What follows belongs to an exercise in optimizing a design on an open flow for a short achievable clock period; a production flow would make more cautious choices. At most, simulation tests tie the RTL to the original design; equivalence was not proved. The clock input has no modelled driver; a real chip could not lean on it and would need a root buffer or a full tree. Power is estimated from default activity; no workload was simulated.

Design ccsds_rx, start of the top module:
module ccsds_rx (
    input  wire        clk,
    input  wire        rst,             
    input  wire        in_valid,
    input  wire [7:0]  in_byte,
    input  wire        in_kind,         
    input  wire [8:0]  in_blen,         
    output reg         out_valid,
    output reg  [7:0]  out_byte,
    output reg         out_vc,          
    output reg         done,
    output reg  [1:0]  status,          
    output reg         frame_kind,
    output reg  [8:0]  frame_len,
    output reg  [7:0]  data_len,
    output reg  [15:0] ecf,
    output wire        bp_type,
    output wire [6:0]  bp_apid,
    output wire        bp_ecf_flag,
    output wire [3:0]  tf_tfvn,
    output wire [15:0] tf_scid,
    output wire        tf_sdid,
    output wire [5:0]  tf_vcid,
    output wire [3:0]  tf_mapid,
    output wire        tf_end_flag,
    output wire        tf_bypass,
    output wire        tf_command,
    output wire        tf_ocf,
    output wire [2:0]  tf_vc_length,
    output wire [2:0]  tf_constr_rule,
    output wire [4:0]  tf_protocol_id
);
clock: 4.0 ns
lec_check: 0
abc_clock_period_in_ps: 1300
cap_margin: 20
core_margin: 2
core_utilization: 60
setup_slack_margin: 2.8
slew_margin: 20
tns_end_percent: 100
standard.sh (not shown) runs the stock make flow with config.mk's settings and CLKGATE_MAP_FILE= SYNTH_SCRIPT=/design/flow/synth_recipe.tcl, a recipe that flattens the netlist after the stock synthesis.
==> flow/flow/run.sh <==
#!/bin/bash
# The standard layout (standard.sh), with one change: the clock tree is built
# by flow/clocktree.tcl (run as ORFS's pre-CTS hook) in place of
# clock_tree_synthesis: the clock port drives 4 root inverters, each drives
# 8 leaf inverters, each a compact group of flip-flops, so every flip-flop
# sees the clock through two inversions. All of make's output goes to
# flow_make.log; each ORFS step keeps its own log under orfs/logs.
set -euo pipefail
export PRE_CTS_TCL="$PWD/flow/clocktree.tcl"
export CT_ROOTS=4 CT_LEAVES=32
export CT_ROOT_CELL=sky130_fd_sc_hd__clkinv_16 CT_LEAF_CELL=sky130_fd_sc_hd__clkinv_8
bash standard.sh finish > flow_make.log 2>&1
Other scripts of this flow, unchanged in this note and not shown: flow/flow/clocktree.tcl
==> next run, changes <==
--- a/flow/config.mk
+++ b/flow/config.mk
@@ -8 +8 @@
-export ABC_CLOCK_PERIOD_IN_PS = 1300
+export ABC_CLOCK_PERIOD_IN_PS = 1100
@@ -12 +12 @@
-export SETUP_SLACK_MARGIN = 2.8
+export SETUP_SLACK_MARGIN = 3.0
=> Clock power stays flat. Routed wire length grows by 9.9%. Power increases by 1.1%. Area after synthesis is unchanged. Combinational power increases by 41%. Fmax grows by 5.6%. Cell area is higher by 9.4%. Global-route usage increases by 1.5 points. Worst setup slack improved by 86 ps.
Function was not checked in any run of this note: the RTL went through the layout flow alone. In every run of this note, the design's own scripts or RTL, not TritonCTS, make the clock network.

Another version of the RTL of ccsds_rx (not shown whole).
Size in the first run: about 1,200 cells after synthesis, roughly 530 flip-flops, roughly 120 I/O pins, roughly 0.016 sq mm of cells after synthesis.
export LEC_CHECK = 0
export ABC_CLOCK_PERIOD_IN_PS = 1400
export CAP_MARGIN = 20
export CORE_MARGIN = 2
export CORE_UTILIZATION = 60
export SETUP_SLACK_MARGIN = 2.7
export SLEW_MARGIN = 20
export TNS_END_PERCENT = 100
create_clock -name core_clock -period 4.0 [get_ports {clk}]
==> flow/flow/run.sh <==
#!/bin/bash
# The standard layout (standard.sh), with one change: the clock tree is built
# by flow/clocktree.tcl (a two-level buffer tree, run as ORFS's pre-CTS hook)
# in place of clock_tree_synthesis. All of make's output goes to flow_make.log;
# each ORFS step keeps its own log under orfs/logs.
set -euo pipefail
export PRE_CTS_TCL="$PWD/flow/clocktree.tcl"
export CT_ROOTS=2 CT_LEAVES=16
bash standard.sh finish > flow_make.log 2>&1
==> flow/flow/clocktree.tcl <==
# Pre-CTS hook: a two-level clock tree built by hand. The clock port drives
# a few root buffers, each root a few leaf buffers, each leaf a compact
# group of flip-flops (recursive bisection of the flip-flop positions).
# Every flip-flop is two buffers from the port, so the clock arrives at all
# of them at about the same time. clock_tree_synthesis then has nothing to do.

set ::ct_roots  [expr {[info exists ::env(CT_ROOTS)]  ? $::env(CT_ROOTS)  : 2}]
set ::ct_leaves [expr {[info exists ::env(CT_LEAVES)] ? $::env(CT_LEAVES) : 16}]
set ::ct_master [expr {[info exists ::env(CT_BUF)] ? $::env(CT_BUF) : "sky130_fd_sc_hd__clkbuf_16"}]

set ::ct_block [ord::get_db_block]
set ::ct_db    [ord::get_db]
set ::ct_clk   [$::ct_block findNet clk]
set ::ct_buf   [$::ct_db findMaster $::ct_master]

proc ct_center {it} {
    set inst [$it getInst]
    set bb [$inst getBBox]
    return [list [expr {([$bb xMin] + [$bb xMax]) / 2}] [expr {([$bb yMin] + [$bb yMax]) / 2}]]
}

# split a list of {x y item} into 2^levels groups of equal size
proc ct_bisect {pts levels} {
    if {$levels == 0 || [llength $pts] < 2} { return [list $pts] }
    set xs [lmap p $pts {lindex $p 0}]
    set ys [lmap p $pts {lindex $p 1}]
    set dx [expr {[tcl::mathfunc::max {*}$xs] - [tcl::mathfunc::min {*}$xs]}]
    set dy [expr {[tcl::mathfunc::max {*}$ys] - [tcl::mathfunc::min {*}$ys]}]
    set k [expr {$dx >= $dy ? 0 : 1}]
    set s [lsort -integer -index $k $pts]
    set h [expr {[llength $s] / 2}]
    return [concat [ct_bisect [lrange $s 0 [expr {$h - 1}]] [expr {$levels - 1}]] \
                   [ct_bisect [lrange $s $h end] [expr {$levels - 1}]]]
}

proc ct_centroid {pts} {
    set sx 0; set sy 0
    foreach p $pts { set sx [expr {$sx + [lindex $p 0]}]; set sy [expr {$sy + [lindex $p 1]}] }
    set n [llength $pts]
    return [list [expr {$sx / $n}] [expr {$sy / $n}]]
}

proc ct_make_buf {name x y} {
    
    set inst [odb::dbInst_create $::ct_block $::ct_buf $name]
    set w [$::ct_buf getWidth]
    set h [$::ct_buf getHeight]
    $inst setLocation [expr {$x - $w / 2}] [expr {$y - $h / 2}]
    $inst setPlacementStatus PLACED
    return $inst
}

proc ct_make_net {name} {
    
    set net [odb::dbNet_create $::ct_block $name]
    $net setSigType CLOCK
    return $net
}

set sinks {}
foreach it [$::ct_clk getITerms] {
    lappend sinks [concat [ct_center $it] [list $it]]
}
puts "clocktree: [llength $sinks] sinks, $::ct_roots roots, $::ct_leaves leaves"

set per_root [expr {$::ct_leaves / $::ct_roots}]
set root_levels [expr {int(round(log($::ct_roots) / log(2)))}]
set leaf_levels [expr {int(round(log($per_root) / log(2)))}]
set ri 0
set li 0
foreach rgroup [ct_bisect $sinks $root_levels] {
    set lgroups [ct_bisect $rgroup $leaf_levels]
    set lcent {}
    foreach g $lgroups { lappend lcent [ct_centroid $g] }
    set rc [ct_centroid $lcent]
    set rnet [ct_make_net "clknet_root_$ri"]
    set rinst [ct_make_buf "clkbuf_root_$ri" {*}$rc]
    [$rinst findITerm A] connect $::ct_clk
    [$rinst findITerm X] connect $rnet
    foreach g $lgroups c $lcent {
        set lnet [ct_make_net "clknet_leaf_$li"]
        set linst [ct_make_buf "clkbuf_leaf_$li" {*}$c]
        [$linst findITerm A] connect $rnet
        [$linst findITerm X] connect $lnet
        foreach p $g {
            set it [lindex $p 2]
            $it disconnect
            $it connect $lnet
        }
        incr li
    }
    incr ri
}
global_connect
set_propagated_clock [all_clocks]

# the tree is built: clock_tree_synthesis has nothing left to do
proc clock_tree_synthesis {args} {
    puts "clocktree: clock_tree_synthesis skipped, tree built by hand"
}
Edit:
--- a/flow/flow/run.sh
+++ b/flow/flow/run.sh
@@ -7,3 +7,3 @@
 export PRE_CTS_TCL="$PWD/flow/clocktree.tcl"
-export CT_ROOTS=2 CT_LEAVES=16
+export CT_ROOTS=4 CT_LEAVES=16
 bash standard.sh finish > flow_make.log 2>&1
Global-route usage is about the same; worst setup slack improves by 0.0035 ns; power climbs by 1.0%; wire length came out lower by 0.46%; via count stays flat; combinational power is about the same; cell count stays flat.
No run of this note takes its clock network from TritonCTS; it comes from the design's own scripts or RTL.

ccsds_rx, a different RTL version from the one above (not shown whole).
For scale: ~1200 cells after synthesis, roughly 120 I/O pins, ~17000 sq um of cells after synthesis.
==> flow/config.mk <==
export PLATFORM = sky130hd
export DESIGN_NAME = ccsds_rx
export DESIGN_NICKNAME = ccsds_rx
export VERILOG_FILES = /design/flow/design.v
export SDC_FILE = /design/flow/constraint.sdc
export NUM_CORES = 4
export LEC_CHECK = 0
export ABC_CLOCK_PERIOD_IN_PS = 1100
export CAP_MARGIN = 20
export CORE_MARGIN = 2
export CORE_UTILIZATION = 60
export PLACE_DENSITY = 0.75
export SETUP_SLACK_MARGIN = 3.0
export SLEW_MARGIN = 20
export TNS_END_PERCENT = 100
==> flow/constraint.sdc <==
create_clock -name core_clock -period 4.0 [get_ports {clk}]
set_input_delay 0.8000 -clock core_clock [delete_from_list [all_inputs] [get_ports {clk}]]
set_output_delay 0.8000 -clock core_clock [all_outputs]
set_load 0.01 [all_outputs]
==> flow/flow/run.sh <==
#!/bin/bash
# The standard layout (standard.sh), with one change: the clock tree is built
# by flow/clocktree.tcl (run as ORFS's pre-CTS hook) in place of
# clock_tree_synthesis: the clock port drives 4 root inverters, each drives
# 8 leaf inverters, each a compact group of flip-flops, so every flip-flop
# sees the clock through two inversions. All of make's output goes to
# flow_make.log; each ORFS step keeps its own log under orfs/logs.
set -euo pipefail
export PRE_CTS_TCL="$PWD/flow/clocktree.tcl"
export CT_ROOTS=4 CT_LEAVES=32
export CT_ROOT_CELL=sky130_fd_sc_hd__clkinv_16 CT_LEAF_CELL=sky130_fd_sc_hd__clkinv_8
bash standard.sh finish > flow_make.log 2>&1
==> flow/flow/clocktree.tcl <==
# Pre-CTS hook: a two-level clock tree built by hand. The clock port drives
# a few root buffers, each root a few leaf buffers, each leaf a compact
# group of flip-flops (recursive bisection of the flip-flop positions).
# Every flip-flop is two cells from the port (two buffers, or two inverters
# with CT_ROOT_CELL / CT_LEAF_CELL), so the clock arrives at all
# of them at about the same time. clock_tree_synthesis then has nothing to do.

set ::ct_roots  [expr {[info exists ::env(CT_ROOTS)]  ? $::env(CT_ROOTS)  : 2}]
set ::ct_leaves [expr {[info exists ::env(CT_LEAVES)] ? $::env(CT_LEAVES) : 16}]
set ::ct_rmaster [expr {[info exists ::env(CT_ROOT_CELL)] ? $::env(CT_ROOT_CELL) : "sky130_fd_sc_hd__clkbuf_16"}]
set ::ct_lmaster [expr {[info exists ::env(CT_LEAF_CELL)] ? $::env(CT_LEAF_CELL) : "sky130_fd_sc_hd__clkbuf_16"}]

set ::ct_block [ord::get_db_block]
set ::ct_db    [ord::get_db]
set ::ct_clk   [$::ct_block findNet clk]
set ::ct_rbuf  [$::ct_db findMaster $::ct_rmaster]
set ::ct_lbuf  [$::ct_db findMaster $::ct_lmaster]

proc ct_center {it} {
    set inst [$it getInst]
    set bb [$inst getBBox]
    return [list [expr {([$bb xMin] + [$bb xMax]) / 2}] [expr {([$bb yMin] + [$bb yMax]) / 2}]]
}

# split a list of {x y item} into 2^levels groups of equal size
proc ct_bisect {pts levels} {
    if {$levels == 0 || [llength $pts] < 2} { return [list $pts] }
    set xs [lmap p $pts {lindex $p 0}]
    set ys [lmap p $pts {lindex $p 1}]
    set dx [expr {[tcl::mathfunc::max {*}$xs] - [tcl::mathfunc::min {*}$xs]}]
    set dy [expr {[tcl::mathfunc::max {*}$ys] - [tcl::mathfunc::min {*}$ys]}]
    set k [expr {$dx >= $dy ? 0 : 1}]
    set s [lsort -integer -index $k $pts]
    set h [expr {[llength $s] / 2}]
    return [concat [ct_bisect [lrange $s 0 [expr {$h - 1}]] [expr {$levels - 1}]] \
                   [ct_bisect [lrange $s $h end] [expr {$levels - 1}]]]
}

proc ct_centroid {pts} {
    set sx 0; set sy 0
    foreach p $pts { set sx [expr {$sx + [lindex $p 0]}]; set sy [expr {$sy + [lindex $p 1]}] }
    set n [llength $pts]
    return [list [expr {$sx / $n}] [expr {$sy / $n}]]
}

proc ct_make_buf {master name x y} {
    set inst [odb::dbInst_create $::ct_block $master $name]
    set w [$master getWidth]
    set h [$master getHeight]
    $inst setLocation [expr {$x - $w / 2}] [expr {$y - $h / 2}]
    $inst setPlacementStatus PLACED
    return $inst
}

proc ct_out {inst} {
    foreach it [$inst getITerms] {
        if {[$it isOutputSignal]} { return $it }
    }
    error "clocktree: no output on [$inst getName]"
}

proc ct_make_net {name} {
    
    set net [odb::dbNet_create $::ct_block $name]
    $net setSigType CLOCK
    return $net
}

set sinks {}
foreach it [$::ct_clk getITerms] {
    lappend sinks [concat [ct_center $it] [list $it]]
}
puts "clocktree: [llength $sinks] sinks, $::ct_roots roots, $::ct_leaves leaves"

set per_root [expr {$::ct_leaves / $::ct_roots}]
set root_levels [expr {int(round(log($::ct_roots) / log(2)))}]
set leaf_levels [expr {int(round(log($per_root) / log(2)))}]
set ri 0
set li 0
foreach rgroup [ct_bisect $sinks $root_levels] {
    set lgroups [ct_bisect $rgroup $leaf_levels]
    set lcent {}
    foreach g $lgroups { lappend lcent [ct_centroid $g] }
    set rc [ct_centroid $lcent]
    set rnet [ct_make_net "clknet_root_$ri"]
    set rinst [ct_make_buf $::ct_rbuf "clkbuf_root_$ri" {*}$rc]
    [$rinst findITerm A] connect $::ct_clk
    [ct_out $rinst] connect $rnet
    foreach g $lgroups c $lcent {
        set lnet [ct_make_net "clknet_leaf_$li"]
        set linst [ct_make_buf $::ct_lbuf "clkbuf_leaf_$li" {*}$c]
        [$linst findITerm A] connect $rnet
        [ct_out $linst] connect $lnet
        foreach p $g {
            set it [lindex $p 2]
            $it disconnect
            $it connect $lnet
        }
        incr li
    }
    incr ri
}
global_connect
set_propagated_clock [all_clocks]

# the tree is built: clock_tree_synthesis has nothing left to do, and an
# inverter pair in the tree must stay as it is
proc repair_clock_inverters {args} {
    puts "clocktree: repair_clock_inverters skipped"
}
proc clock_tree_synthesis {args} {
    puts "clocktree: clock_tree_synthesis skipped, tree built by hand"
}
Rerun with:
Settings changed: CORE_UTILIZATION 60 to 70, PLACE_DENSITY 0.75 to not set.
The changed run completed with no timing, DRC or antenna violations.
Cell area went down by 1.8%.
Die area falls by 14%.
Power grows by 3.6%.
Global-route usage rose by 5.3 points.
Rerun with:
Settings changed: CORE_UTILIZATION 70 to 60.
Outcome: Global-route usage fell by 6.5 points. Routed wire length fell by about 43%. Synthesized area does not change. Maximum frequency rose by about 40%.
Rerun with:
--- a/flow/flow/run.sh
+++ b/flow/flow/run.sh
@@ -4 +4 @@
-# clock_tree_synthesis: the clock port drives 4 root inverters, each drives
+# clock_tree_synthesis: the clock port drives 4 root inverters (inv_16), each drives
@@ -11 +11 @@
-export CT_ROOT_CELL=sky130_fd_sc_hd__clkinv_16 CT_LEAF_CELL=sky130_fd_sc_hd__clkinv_8
+export CT_ROOT_CELL=sky130_fd_sc_hd__inv_16 CT_LEAF_CELL=sky130_fd_sc_hd__clkinv_8
Settings changed: CORE_UTILIZATION 60 to 70.
Global-route usage went up by 7.7 points.
Final area went down slightly.
Fmax went down by a few percent.
Sequential cell count is unchanged.
Core utilization went up by 12 points.
Wire length went up by well over a third.
Worst setup slack degrades by 0.083 ns.
Clock power went up by a little under a tenth.
Combinational power went up by about a fifth.
No run of this note takes its clock network from TritonCTS; it comes from the design's own scripts or RTL.

Another version of the RTL of ccsds_rx (not shown whole).
For scale: roughly 1100 cells after synthesis, roughly 120 I/O pins.
Settings: LEC_CHECK=0, ABC_CLOCK_PERIOD_IN_PS=1600, CAP_MARGIN=20, CORE_MARGIN=2, CORE_UTILIZATION=60, SETUP_SLACK_MARGIN=2.4, SLEW_MARGIN=20, TNS_END_PERCENT=100; clock period 4.0 ns.
run.sh (not shown) runs the stock make flow with config.mk's settings and CLKGATE_MAP_FILE= SYNTH_SCRIPT=/design/flow/synth_recipe.tcl, a recipe that flattens the netlist after the stock synthesis.
Stock flow here: none of the scripts above is used.
Then changed:
--- a/flow/config.mk
+++ b/flow/config.mk
@@ -11,0 +12,2 @@
+export CTS_CLUSTER_DIAMETER = 60
+export CTS_CLUSTER_SIZE = 30
Clock skew rises by 0.0053 ns.
Design area drops by 2.6%.
Cell count falls by 2.2%.
Function was not checked in any run of this note: the RTL went through the layout flow alone.

beta:
ccsds_rx, a different RTL version from the one above (not shown whole).
Size: roughly 1300 cells after synthesis, roughly 580 flip-flops, about 120 I/O pins, about 17000 um2 of cells after synthesis.
==> flow/config.mk <==
export PLATFORM = sky130hd
export DESIGN_NAME = ccsds_rx
export DESIGN_NICKNAME = ccsds_rx
export VERILOG_FILES = /design/flow/design.v
export SDC_FILE = /design/flow/constraint.sdc
export NUM_CORES = 4
export LEC_CHECK = 0
export ABC_CLOCK_PERIOD_IN_PS = 1200
export CAP_MARGIN = 20
export CORE_MARGIN = 2
export CORE_UTILIZATION = 55
export SETUP_SLACK_MARGIN = 2.9
export SLEW_MARGIN = 20
export TNS_END_PERCENT = 100
==> flow/constraint.sdc <==
create_clock -name core_clock -period 4.0 [get_ports {clk}]
set_input_delay 0.8000 -clock core_clock [delete_from_list [all_inputs] [get_ports {clk}]]
set_output_delay 0.8000 -clock core_clock [all_outputs]
set_load 0.01 [all_outputs]
standard.sh (not shown) runs the stock make flow with config.mk's settings and CLKGATE_MAP_FILE= SYNTH_SCRIPT=/design/flow/synth_recipe.tcl, a recipe that flattens the netlist after the stock synthesis.
==> flow/flow/run.sh <==
#!/bin/bash
# The standard layout (standard.sh), with one change: the clock tree is built
# by flow/clocktree.tcl (run as ORFS's pre-CTS hook) in place of
# clock_tree_synthesis: the clock port drives 4 root inverters, each drives
# 8 leaf inverters, each a compact group of flip-flops, so every flip-flop
# sees the clock through two inversions. All of make's output goes to
# flow_make.log; each ORFS step keeps its own log under orfs/logs.
set -euo pipefail
export PRE_CTS_TCL="$PWD/flow/clocktree.tcl"
export CT_ROOTS=4 CT_LEAVES=32
export CT_ROOT_CELL=sky130_fd_sc_hd__clkinv_16 CT_LEAF_CELL=sky130_fd_sc_hd__clkinv_8
bash standard.sh finish > flow_make.log 2>&1
Scripts as last shown in full above: flow/flow/clocktree.tcl
beta | status: complete | timing, DRC, antenna: pass
What alpha does differently from beta at the input level:
Settings: ABC_CLOCK_PERIOD_IN_PS: 1200 -> 1100; SETUP_SLACK_MARGIN: 2.9 -> 3.0; CORE_UTILIZATION: 55 -> 60.
Findings:
Diff beta -> alpha: average wire per standard cell rose 11%; total routed wirelength increased 3900 um; met1 track utilization from global routing now larger. fn[4] as the launch point of the critical path was reported by alpha, and hdr5[4] by beta. Sequential power: alpha vs beta — no meaningful difference. Between alpha and beta, it is alpha whose final critical-path setup slack is lower, by 0.043 ns. Die area shrinks by a little under 10% when moving from beta to alpha.
No functional check of the RTL was part of any run of this note. No run of this note takes its clock network from TritonCTS; it comes from the design's own scripts or RTL.

-- what the ideal ports hide --
In the flow no input, the clock included, has a driving cell. The finished layouts below were timed again as built, in two steps. Step 1 sets driving cells, clkbuf_16 on the clock port and buf_2 on the other inputs (assumed; they add their load-dependent delay and slew). Step 2 moves the port delays by t, midway between the first and last clock arrival at a register: inputs arrive t later, outputs are due t later. That takes back most of the time a late clock gives input paths. Three values: no drivers, after step 1, after step 2; two values: the first two.
| run | t (ns) | setup slack, ns | hold WS [ns] | worst setup path at the end | pins driven straight from the clock port |
|---|---|---|---|---|---|
| the first run of note 1 | 0.449 | 2.393 / 2.293 / 2.370 | 0.320 / 0.320 / 0.320 | input to register | 4 |
| the second run of note 1 | 0.450 | 2.479 / 2.291 / 2.356 | 0.321 / 0.322 / 0.322 | input to register | 4 |
| the first run of note 2 | 0.458 | 2.296 / 2.232 / 2.296 | 0.333 / 0.333 / 0.333 | input to register | 2 |
| the second run of note 2 | 0.439 | 2.300 / 2.242 / 2.300 | 0.332 / 0.332 / 0.332 | register to register | 4 |
| the first run of note 3 | 0.464 | 2.418 / 2.262 / 2.356 | 0.321 / 0.321 / 0.321 | input to register | 4 |
| the second run of note 3 | 0.512 | 1.904 / 1.903 / 1.903 | 0.329 / 0.330 / 0.330 | register to register | 4 |
| the third run of note 3 | 0.460 | 2.504 / 2.265 / 2.359 | 0.326 / 0.327 / 0.327 | input to register | 4 |
| the fourth run of note 3 | 0.379 | 2.421 / 2.345 / 2.293 | 0.325 / 0.325 / 0.325 | input to register | 4 |
| the first run of note 4 | 0.595 | 2.121 / 2.113 / 2.121 | 0.325 / 0.325 / 0.325 | register to register | 1 |
| the second run of note 4 | 0.603 | 2.096 / 2.084 / 2.096 | 0.316 / 0.316 / 0.316 | register to register | 1 |
| beta | 0.463 | 2.285 / 2.244 / 2.284 | 0.319 / 0.319 / 0.319 | register to register | 4 |
| alpha | 0.467 | 2.242 / 2.241 / 2.241 | 0.326 / 0.326 / 0.326 | register to register | 4 |
After both steps every run listed still meets setup and hold. For the third run of note 3, which loses most, drivers alone change the setup slack by -0.239 ns; drivers and shift together by -0.145 ns.
